Context: an optimization exercise on an open-source flow, tuned for small area, a short achievable clock period and few clock cycles. The choices shown serve that exercise and are no tape-out recipe.
Only simulation tests tie the RTL to the original design; equivalence was not proved.
Power is estimated from default activity; no workload was simulated.

==> cedar <==
==> flow/design.v <==
module lcd_draw (
    input  wire        clk,
    input  wire        rst,           
    input  wire        cmd_valid,
    output wire        cmd_ready,
    input  wire [7:0]  cmd_op,
    input  wire [31:0] cmd_arg0,
    input  wire [31:0] cmd_arg1,
    input  wire [15:0] cmd_color,
    output reg         out_valid,
    input  wire        out_ready,
    output reg  [7:0]  out_data,
    output reg         out_dc,
    output reg         out_last,
    output wire        idle
);
    localparam [3:0] K_NONE = 4'h0, K_WIN = 4'h2, K_ROT = 4'h3, K_FILL = 4'h4,
                     K_FRECT = 4'h5, K_PIX = 4'h6, K_HL = 4'h7, K_VL = 4'h8,
                     K_RECT = 4'h9, K_LINE = 4'hA;
    localparam [3:0] G_IDLE = 4'd0,
                     G_D1 = 4'd1, G_D2 = 4'd2, G_D3 = 4'd3, G_D4 = 4'd4,    
                     G_RUN = 4'd5,                                        
                     G_S1 = 4'd6, G_S2 = 4'd7, G_S3 = 4'd8, G_S4 = 4'd9,  
                     G_S5 = 4'd10, G_S6 = 4'd11, G_S7 = 4'd12, G_S8 = 4'd13,
                     G_WALK = 4'd14;
    localparam [1:0] M_WIN = 2'd0, M_DATA = 2'd1, M_ROT = 2'd2;
    reg  [3:0]  g;
    reg  [3:0]  kind;
    reg  [1:0]  rstep;
    reg         swapped;
    reg  signed [15:0] XA, YA;
    reg  signed [16:0] XB, YB, K, DY;
    reg  [15:0] col;
    reg  [8:0]  xs;                       
    reg         xsf;                      
    reg         steep, sxn, syn;
    reg         em_busy;
    reg  [1:0]  em_mode;
    reg  [3:0]  bidx;
    reg         in_data, phase;
    reg  [8:0]  wx0, wx1, wy0, wy1;
    wire [8:0] scr_w = swapped ? 9'd320 : 9'd240;
    wire [8:0] scr_h = swapped ? 9'd240 : 9'd320;
    wire [10:0] vXA = {XA[15], XA[15:9] == 7'd0, XA[8:0]};
    wire [10:0] vYA = {YA[15], YA[15:9] == 7'd0, YA[8:0]};
    wire [10:0] vXB = {XB[16], XB[16:9] == 8'd0, XB[8:0]};
    wire [10:0] vYB = {YB[16], YB[16:9] == 8'd0, YB[8:0]};
    wire [10:0] vXS = {1'b0, xsf, xs};
    localparam [10:0] V0 = 11'b01_000000000, VBIG = 11'b00_000000000;
    reg  [10:0] cxa, cxb, cya, cyb;
    reg         clx, cly;
    always @(*) begin
        cxa = vXA; cxb = vXA; cya = vYA; cyb = vYA;
        clx = 1'b0; cly = 1'b0;
        case (kind)
            K_WIN: begin cxb = vYA; cya = vXB; cyb = vYB; end
            K_FILL: begin cxa = V0; cxb = VBIG; cya = V0; cyb = VBIG; clx = 1'b1; cly = 1'b1; end
            K_FRECT: begin cxb = vXB; cyb = vYB; end
            K_HL: begin cxb = vXB; clx = 1'b1; end
            K_VL: begin cyb = vYB; cly = 1'b1; end
            K_RECT: case (rstep)
                2'd0: begin cxb = vXB; clx = 1'b1; end
                2'd1: begin cyb = vYB; cly = 1'b1; end
                2'd2: begin cxb = vXB; cya = vYB; cyb = vYB; clx = 1'b1; end
                default: begin cxa = vXB; cxb = vXB; cyb = vYB; cly = 1'b1; end
            endcase
            K_LINE: if (steep) begin
                cxa = vYA; cxb = vYA; cya = vXS; cyb = vXA;
            end else begin
                cxa = vXS;
            end
            default: ;
        endcase
    end
    function [9:0] chk;    
        input [10:0] a, b;
        input [8:0]  ext;
        input        clamp;
        reg a_in, b_over, b_ge;
        begin
            a_in   = !a[10] && a[9] && (a[8:0] < ext);
            b_over = !b[10] && (!b[9] || (b[8:0] >= ext));
            b_ge   = !b[10] && (!b[9] || (b[8:0] >= a[8:0]));
            chk[9]   = a_in && b_ge && (clamp || !b_over);
            chk[8:0] = b_over ? ext - 9'd1 : b[8:0];
        end
    endfunction
    wire [9:0] chx = chk(cxa, cxb, scr_w, clx);
    wire [9:0] chy = chk(cya, cyb, scr_h, cly);
    wire cand_ok = chx[9] & chy[9];
    wire x_end = (wx0 == wx1);
    wire y_end = (wy0 == wy1);
    wire em_last = (em_mode == M_ROT) ? bidx[0] :
                   in_data ? (phase & x_end & y_end) :
                   (em_mode == M_WIN) && (bidx == 4'd10);
    wire em_finish = em_busy & out_ready & em_last;
    wire em_free = !em_busy | em_finish;
    always @(*) begin
        out_valid = em_busy;
        out_data  = 8'h00;
        out_dc    = 1'b1;
        out_last  = 1'b0;
        if (em_mode == M_ROT) begin
            if (!bidx[0]) begin
                out_data = 8'h36;
                out_dc   = 1'b0;
            end else begin
                out_data = wx0[7:0];
                out_last = 1'b1;
            end
        end else if (in_data) begin
            out_data = phase ? col[7:0] : col[15:8];
            out_last = phase & x_end & y_end;
        end else begin
            case (bidx)
                4'd0:  begin out_data = 8'h2A; out_dc = 1'b0; end
                4'd1:  out_data = {7'd0, wx0[8]};
                4'd2:  out_data = wx0[7:0];
                4'd3:  out_data = {7'd0, wx1[8]};
                4'd4:  begin out_data = wx1[7:0]; out_last = 1'b1; end
                4'd5:  begin out_data = 8'h2B; out_dc = 1'b0; end
                4'd6:  out_data = {7'd0, wy0[8]};
                4'd7:  out_data = wy0[7:0];
                4'd8:  out_data = {7'd0, wy1[8]};
                4'd9:  begin out_data = wy1[7:0]; out_last = 1'b1; end
                default: begin out_data = 8'h2C; out_dc = 1'b0; out_last = 1'b1; end
            endcase
        end
    end
    wire fneg = YB[16];
    reg  [16:0] p, q;
    reg         inv;
    always @(*) begin
        p = 17'd0; q = 17'd0; inv = 1'b0;
        case (g)
            G_D1: begin p = (kind == K_VL) ? XB : XB; inv = 1'b1; end    
            G_D2: begin p = (kind == K_VL) ? YB : XB; q = (kind == K_VL) ? {YA[15], YA} : {XA[15], XA}; end
            G_D3: begin p = YB; inv = 1'b1; end                         
            G_D4: begin p = YB; q = {YA[15], YA}; end
            G_S1: begin p = XB; q = {XA[15], XA}; inv = 1'b1; end       
            G_S2: begin p = YB; q = {YA[15], YA}; inv = 1'b1; end       
            G_S3: begin q = K;  inv = 1'b1; end                         
            G_S4: begin q = DY; inv = 1'b1; end                         
            G_S5: begin p = K;  q = DY; inv = 1'b1; end                 
            G_S7: begin p = {1'b0, K[16:1]}; q = DY; inv = 1'b1; end    
            G_S8: begin p = K;  q = DY; inv = 1'b1; end                 
            default: begin p = YB; q = fneg ? K : DY; inv = !fneg; end  
        endcase
    end
    wire [16:0] s = p + (q ^ {17{inv}}) + {16'd0, inv & (g != G_D1) & (g != G_D3)};
    wire [8:0] ext_maj = steep ? scr_h : scr_w;
    wire [8:0] ext_min = steep ? scr_w : scr_h;
    wire x_last  = ({XA[15], XA} == XB);
    wire x_clip  = !XA[15] && ((XA[15:9] != 7'd0) || (XA[8:0] >= ext_maj - 9'd1));
    wire ypos    = !(sxn ^ syn);
    wire y_gone  = ypos ? (!YA[15] && ((YA[15:9] != 7'd0) || (YA[8:0] >= ext_min)))
                        : YA[15];
    wire [16:0] XA1 = {XA[15], XA} + 17'd1;
    wire walk_flush = fneg | x_last | x_clip;
    wire accept = cmd_valid & cmd_ready;
    assign cmd_ready = (g == G_IDLE) & !em_busy;
    assign idle      = (g == G_IDLE) & !em_busy;
    reg  [7:0] rot_m;
    always @(*) begin
        case (XA[2:0])
            3'd0: rot_m = 8'h08;
            3'd1: rot_m = 8'h68;
            3'd2: rot_m = 8'hC8;
            3'd3: rot_m = 8'hA8;
            3'd4: rot_m = 8'h48;
            3'd5: rot_m = 8'h28;
            3'd6: rot_m = 8'h88;
            default: rot_m = 8'hE8;
        endcase
    end
    reg offer;           
    always @(*) begin
        offer = 1'b0;
        if (g == G_RUN)
            offer = (kind == K_ROT) | cand_ok;
        else if (g == G_WALK)
            offer = !y_gone & walk_flush & cand_ok;
    end
    wire take = offer & em_free;
    always @(posedge clk) begin
        if (rst) begin
            g       <= G_IDLE;
            swapped <= 1'b0;
            em_busy <= 1'b0;
        end else begin
            if (take) begin
                em_busy <= 1'b1;
                em_mode <= (kind == K_ROT) ? M_ROT : (kind == K_WIN) ? M_WIN : M_DATA;
                bidx    <= 4'd0;
                in_data <= 1'b0;
                phase   <= 1'b0;
                wx0     <= (kind == K_ROT) ? {1'b0, rot_m} : cxa[8:0];
                wx1     <= chx[8:0];
                wy0     <= cya[8:0];
                wy1     <= chy[8:0];
            end else if (em_busy && out_ready) begin
                if (em_finish)
                    em_busy <= 1'b0;
                if (in_data) begin
                    phase <= !phase;
                    if (phase) begin
                        if (x_end) begin
                            wy0 <= wy0 + 9'd1;
                            if (kind == K_FRECT || kind == K_FILL)
                                wx0 <= cxa[8:0];
                        end else
                            wx0 <= wx0 + 9'd1;
                    end
                end else begin
                    bidx <= bidx + 4'd1;
                    if (bidx == 4'd10)
                        in_data <= 1'b1;
                end
            end
            case (g)
            G_IDLE: begin
                rstep <= 2'd0;
                if (cmd_ready) begin
                    XA   <= cmd_arg0[15:0];
                    YA   <= cmd_arg0[31:16];
                    XB   <= {cmd_arg1[15], cmd_arg1[15:0]};
                    YB   <= {cmd_arg1[31], cmd_arg1[31:16]};
                    col  <= cmd_color;
                end
                if (accept) begin
                    kind <= (cmd_op[7:4] == 4'd0 && cmd_op[3:0] >= 4'h2 && cmd_op[3:0] <= 4'hA)
                            ? cmd_op[3:0] : K_NONE;
                    steep <= 1'b0;
                    if (cmd_op[7:4] == 4'd0)
                        case (cmd_op[3:0])
                            K_ROT: begin swapped <= cmd_arg0[0]; g <= G_RUN; end
                            K_WIN, K_PIX, K_FILL: g <= G_RUN;
                            K_FRECT, K_HL, K_VL, K_RECT: g <= G_D1;
                            K_LINE: g <= G_S1;
                            default: ;
                        endcase
                end
            end
            G_D1: begin
                if (kind == K_VL) YB <= s; else XB <= s;
                g <= G_D2;
            end
            G_D2: begin
                if (kind == K_VL) YB <= s; else XB <= s;
                g <= (kind == K_HL || kind == K_VL) ? G_RUN : G_D3;
            end
            G_D3: begin
                YB <= s;
                g  <= G_D4;
            end
            G_D4: begin
                YB <= s;
                g  <= G_RUN;
            end
            G_RUN: begin
                if (take || !offer) begin
                    rstep <= rstep + 2'd1;
                    if (kind != K_RECT || rstep == 2'd3)
                        g <= G_IDLE;
                end
            end
            G_S1: begin
                K <= s;
                g <= G_S2;
            end
            G_S2: begin
                DY <= s;
                g  <= G_S3;
            end
            G_S3: begin
                sxn <= K[16];
                if (K[16]) K <= s;
                g <= G_S4;
            end
            G_S4: begin
                syn <= DY[16];
                if (DY[16]) DY <= s;
                g <= G_S5;
            end
            G_S5: begin
                if (s[16]) begin
                    steep <= 1'b1;
                    XA <= YA;  YA <= XA;
                    XB <= YB;  YB <= XB;
                    g  <= G_S1;
                end else
                    g  <= G_S6;
            end
            G_S6: begin
                if (sxn) begin
                    XA <= XB[15:0];  YA <= YB[15:0];
                    XB <= {XA[15], XA};
                end
                g <= G_S7;
            end
            G_S7: begin
                YB  <= s;
                xs  <= XA[8:0];
                xsf <= (XA[15:9] == 7'd0);
                g   <= G_S8;
            end
            G_S8: begin
                K <= s;
                g <= G_WALK;
            end
            G_WALK: begin
                if (y_gone) begin
                    g <= G_IDLE;
                end else if (walk_flush) begin
                    if (take || !offer) begin
                        if (x_last || x_clip)
                            g <= G_IDLE;
                        YB  <= s;
                        XA  <= XA1[15:0];
                        xs  <= XA1[8:0];
                        xsf <= (XA1[16:9] == 8'd0);
                        if (fneg)
                            YA <= ypos ? YA + 16'sd1 : YA - 16'sd1;
                    end
                end else begin
                    YB <= s;
                    XA <= XA1[15:0];
                end
            end
            default: g <= G_IDLE;
            endcase
        end
    end
endmodule
==> flow/run.sh <==
#!/bin/bash
# synth_recipe.tcl (not shown) runs the flow's synth.tcl, then flattens the netlist and writes it again
# the make line also repeats each setting of config.mk as NAME=value (left out here)
make -C /OpenROAD-flow-scripts/flow DESIGN_CONFIG=/design/flow/config.mk WORK_HOME=/design/flow/orfs CLKGATE_MAP_FILE= SYNTH_SCRIPT=/design/flow/synth_recipe.tcl finish
==> flow/config.mk <==
export PLATFORM = sky130hd
export DESIGN_NAME = lcd_draw
export DESIGN_NICKNAME = lcd_draw
export VERILOG_FILES = /design/flow/design.v
export SDC_FILE = /design/flow/constraint.sdc
export NUM_CORES = 4
export LEC_CHECK = 0
export CAP_MARGIN = 20
export CORE_MARGIN = 2
export CORE_UTILIZATION = 40
export SLEW_MARGIN = 20
==> flow/constraint.sdc <==
create_clock -name core_clock -period 9.5 [get_ports {clk}]
set_input_delay 1.9000 -clock core_clock [delete_from_list [all_inputs] [get_ports {clk}]]
set_output_delay 1.9000 -clock core_clock [all_outputs]
set_load 0.01 [all_outputs]
==> inputs of garnet, as changes to cedar <==
Settings changed: ABC_CLOCK_PERIOD_IN_PS set to 4000, SETUP_SLACK_MARGIN set to 5.
==> notes <==
garnet completed without violations. cedar went through all stages and came out clean. Wire length: cedar is lower than garnet (7.2%). Of cedar and garnet, garnet has the higher via count (gap about 6%, measured against garnet). In cedar the final cell count is smaller than in garnet, by 7.1%. In garnet the combinational power is larger than in cedar, by 44%. Setup slack: garnet is better than cedar (1.3 ns). Against cedar, the critical path depth of garnet is higher by 2.
==> figures <==
                                                                   cedar          garnet
Area share of buffers outside the clock network                      7.39%           14.1%
R2R setup slack                                                    2.96 ns         4.30 ns
Met1 demand-to-capacity share in global routing                      36.6%           38.6%
Total buffers and inverters traversed by the critical path               1               3
Average wire length per cell after detail routing                  26.5 um         26.5 um
WP depth                                                                19              21
HPWL after detailed placement                                      44.1 mm         44.7 mm
Net switching fraction of the power                                  49.9%           47.8%
Final worst setup slack                                            2.96 ns         4.30 ns
Total leakage power                                             0.00646 uW      0.00759 uW
Cell count after placement                                            2237            2244
Proportion of layout cells with a drive suffix above 1               7.22%           22.8%
M1 wire length                                                     23.8 mm         25.3 mm
Status                                                      finished clean  finished clean
Testbench counts of cedar, summed over its fixed seeds: cycles 478,800.
Testbench counts of garnet, summed over its fixed seeds: cycles 478,800.

* * *

==> build 6: inputs <==
Another version of the RTL of lcd_draw (not shown whole).
// lcd_draw
module lcd_draw (
    input  wire        clk,
    input  wire        rst,           
    input  wire        cmd_valid,
    output wire        cmd_ready,
    input  wire [7:0]  cmd_op,
    input  wire [31:0] cmd_arg0,
    input  wire [31:0] cmd_arg1,
    input  wire [15:0] cmd_color,
    output wire        out_valid,
    input  wire        out_ready,
    output wire [7:0]  out_data,
    output wire        out_dc,
    output wire        out_last,
    output wire        idle
);
clock: 9.5 ns
lec_check: 0
cap_margin: 20
core_margin: 2
core_utilization: 40
setup_slack_margin: 5
slew_margin: 20
run.sh (not shown) runs the stock make flow with config.mk's settings and CLKGATE_MAP_FILE= SYNTH_SCRIPT=/design/flow/synth_recipe.tcl, a recipe that flattens the netlist after the stock synthesis.
==> inputs of build 61, as changes to build 6 <==
--- a/flow/design.v
+++ b/flow/design.v
@@ -217,39 +217,33 @@
             else if (walk_flush && adv && (x_last || x_clip))
                 gn = G_IDLE;
         end
         endcase
     end
     wire vl_n = k_vl;
     wire s1_again = (g == G_S5B) & cmp;
+    wire d2_d3    = (g == G_D2) & !k_hl & !k_vl;
+    wire a_cin_n  = idle_line | s1_again | (g == G_S1) | (g == G_S2) | (g == G_S3) |
+                    (g == G_S4) | (g == G_S6) | (g == G_S7);
     wire idle_line = (g == G_IDLE) & cmd_op[3] & cmd_op[1];
     wire idle_rect = (g == G_IDLE) & !(cmd_op[3] & cmd_op[1]);
     always @(posedge clk) begin
-        if (rst) begin
-            g       <= G_IDLE;
-            ov      <= 1'b0;
-            sv      <= 1'b0;
-            {ps_xb, ps_yb, ps_k, ps_kh, qs_xa, qs_ya, qs_k, qs_dy, a_inv, a_cin, a_walk} <= 11'd0;
-            swapped <= 1'b0;
-            em_busy <= 1'b0;
-        end else begin
+        begin
             g <= gn;
-            ps_xb  <= idle_line | idle_rect | (gn == G_D2 && !vl_n) | s1_again;
-            ps_yb  <= (gn == G_D2 && vl_n) || (gn == G_D3) || (gn == G_D4) || (gn == G_S2);
-            ps_k   <= (gn == G_S5) || (gn == G_S8);
-            ps_kh  <= (gn == G_S7);
-            qs_xa  <= idle_line | (gn == G_D2 && !vl_n) | s1_again;
-            qs_ya  <= (gn == G_D2 && vl_n) || (gn == G_D4) || (gn == G_S2);
-            qs_k   <= (gn == G_S3);
-            qs_dy  <= (gn == G_S4) || (gn == G_S5) || (gn == G_S7) || (gn == G_S8);
-            a_inv  <= idle_line | idle_rect | s1_again | (gn == G_D3) || (gn == G_S2) || (gn == G_S3) ||
-                      (gn == G_S4) || (gn == G_S5) || (gn == G_S7) || (gn == G_S8);
-            a_cin  <= idle_line | s1_again || (gn == G_S2) || (gn == G_S3) ||
-                      (gn == G_S4) || (gn == G_S5) || (gn == G_S7) || (gn == G_S8);
-            a_walk <= (gn == G_WALK);
+            ps_xb  <= (g == G_IDLE) | ((g == G_D1) & !k_vl) | s1_again;
+            ps_yb  <= ((g == G_D1) & k_vl) | d2_d3 | (g == G_D3) | (g == G_S1);
+            ps_k   <= (g == G_S4) | (g == G_S7);
+            ps_kh  <= (g == G_S6);
+            qs_xa  <= idle_line | ((g == G_D1) & !k_vl) | s1_again;
+            qs_ya  <= ((g == G_D1) & k_vl) | (g == G_D3) | (g == G_S1);
+            qs_k   <= (g == G_S2);
+            qs_dy  <= (g == G_S3) | (g == G_S4) | (g == G_S6) | (g == G_S7);
+            a_inv  <= idle_rect | d2_d3 | a_cin_n;
+            a_cin  <= a_cin_n;
+            a_walk <= (g == G_S8) | (g == G_WALK);
             if (!ov || out_ready) begin
                 if (sv) begin
                     ob <= sb;
                     ov <= 1'b1;
                     sv <= 1'b0;
                 end else begin
                     ob <= {e_last, e_dc, e_data};
@@ -384,9 +378,16 @@
                     YB <= s;
                     XA <= XA1[15:0];
                 end
             end
             default: ;
             endcase
         end
+        if (rst) begin
+            g       <= G_IDLE;
+            ov      <= 1'b0;
+            sv      <= 1'b0;
+            swapped <= 1'b0;
+            em_busy <= 1'b0;
+        end
     end
 endmodule
==> flow/flow/run.sh (new file) <==
#!/bin/bash
set -euo pipefail
bash standard.sh SETUP_SLACK_MARGIN=5.8 "BUFFER_PORTS_ARGS=-buffer_cell sky130_fd_sc_hd__buf_1" finish > standard_flow.log 2>&1
==> flow/standard.sh (new file) <==
#!/bin/bash
# synth_recipe.tcl (not shown) runs the flow's synth.tcl, then flattens the netlist and writes it again
# the make line also repeats each setting of config.mk as NAME=value (left out here)
make -C /OpenROAD-flow-scripts/flow DESIGN_CONFIG=/design/flow/config.mk WORK_HOME=/design/flow/orfs CLKGATE_MAP_FILE= SYNTH_SCRIPT=/design/flow/synth_recipe.tcl "${@:-finish}"
- CTS_BUF_LIST: default -> sky130_fd_sc_hd__clkbuf_4 sky130_fd_sc_hd__clkbuf_8
- SETUP_SLACK_MARGIN: 5 -> default
- TNS_END_PERCENT: default -> 10
removed: flow/run.sh
==> qor summary <==
item                                                            build 6       build 61
Reported clock group power                                       994 uW        1.03 mW
Status                                         timing/DRC/antenna clean  timing/DRC/antenna clean
Signal buffers                                                      139            187
Number of filler cells placed in the layout                       3,976          3,879
Leakage power total                                            6.895 nW       6.970 nW
Switching power summed over all nets                           745.2 uW       1.705 mW
Maximum clock frequency                                      0.2328 GHz     0.2637 GHz
Total placed cells including tap cells                            2,371          2,332
Startpoint of the lowest-slack hold path                          sb[4]         DY[16]
Effective utilization at floorplan                               0.4073         0.4035
Post-synthesis simple-gate area fraction                         0.1795         0.1648
Maximum net fanout on the critical path                              19             24
Slew of the pin with the lowest slew margin                    1.137 ns       1.109 ns
P_comb                                                           414 uW        1.66 mW
Routability congestion estimate                                  0.9503         0.9758
Iter 0 DRT Violations                                             2,069          2,302
Worst-case clock skew                                        0.01281 ns     0.02808 ns
Wire length of the first global-routing pass                  91,390 um      92,070 um
Area of combinational cells with multiple inputs          0.009497 mm^2  0.009542 mm^2
EDFF count, synth                                                   204            198
CP endpoint                                                        idle      cmd_ready
Synthesized-area fraction occupied by xor and xnor cells        0.06165        0.06294
Floorplan Core Area                                        0.04111 mm^2   0.04065 mm^2
Routed len/inst                                                24.95 um       25.16 um
Via count                                                        15,520         15,570
Total power after layout                                       2.610 mW       4.273 mW
Sequential Power Share                                            0.461          0.370
Testbench counts of build 6, summed over its fixed seeds: cycles 480,437.
Testbench counts of build 61, summed over its fixed seeds: cycles 480,437.

## re-timing with driven ports
Ports are ideal in the flow. The routed layouts listed here were re-timed in OpenROAD.
Step 1: set_driving_cell puts a clkbuf_16 on clk and a buf_2 on each other input, an assumption about the parent block.
Step 2 times the ports against the registers' clock, not the clock port: input delays grow and output delays shrink by t, the midpoint of the rising clock arrivals with the driver on.
Three values: ideal ports, drivers, drivers and shift; two values: the first two.
run | t, ns | setup slack, ns | hold slack, ns | worst setup path at the end | slew at the worst register clock pin (ns)
cedar | 0.514 | 2.963 / 2.963 / 2.963 | 0.591 / 0.591 / 0.591 | register to register | 0.08 / 0.08
garnet | 0.521 | 4.299 / 4.299 / 4.299 | 0.619 / 0.619 / 0.619 | register to register | 0.09 / 0.09
build 6 | 0.619 | 5.205 / 5.145 / 5.001 | 0.552 / 0.552 / 0.552 | input to register | 0.07 / 0.07
build 61 | 0.676 | 5.708 / 5.653 / 5.736 | 0.561 / 0.561 / 0.561 | register to register | 0.07 / 0.07
After both steps setup and hold are still met in every run listed. The setup slack of build 6, which loses most, moves by -0.060 ns with the drivers and by -0.204 ns with both steps.
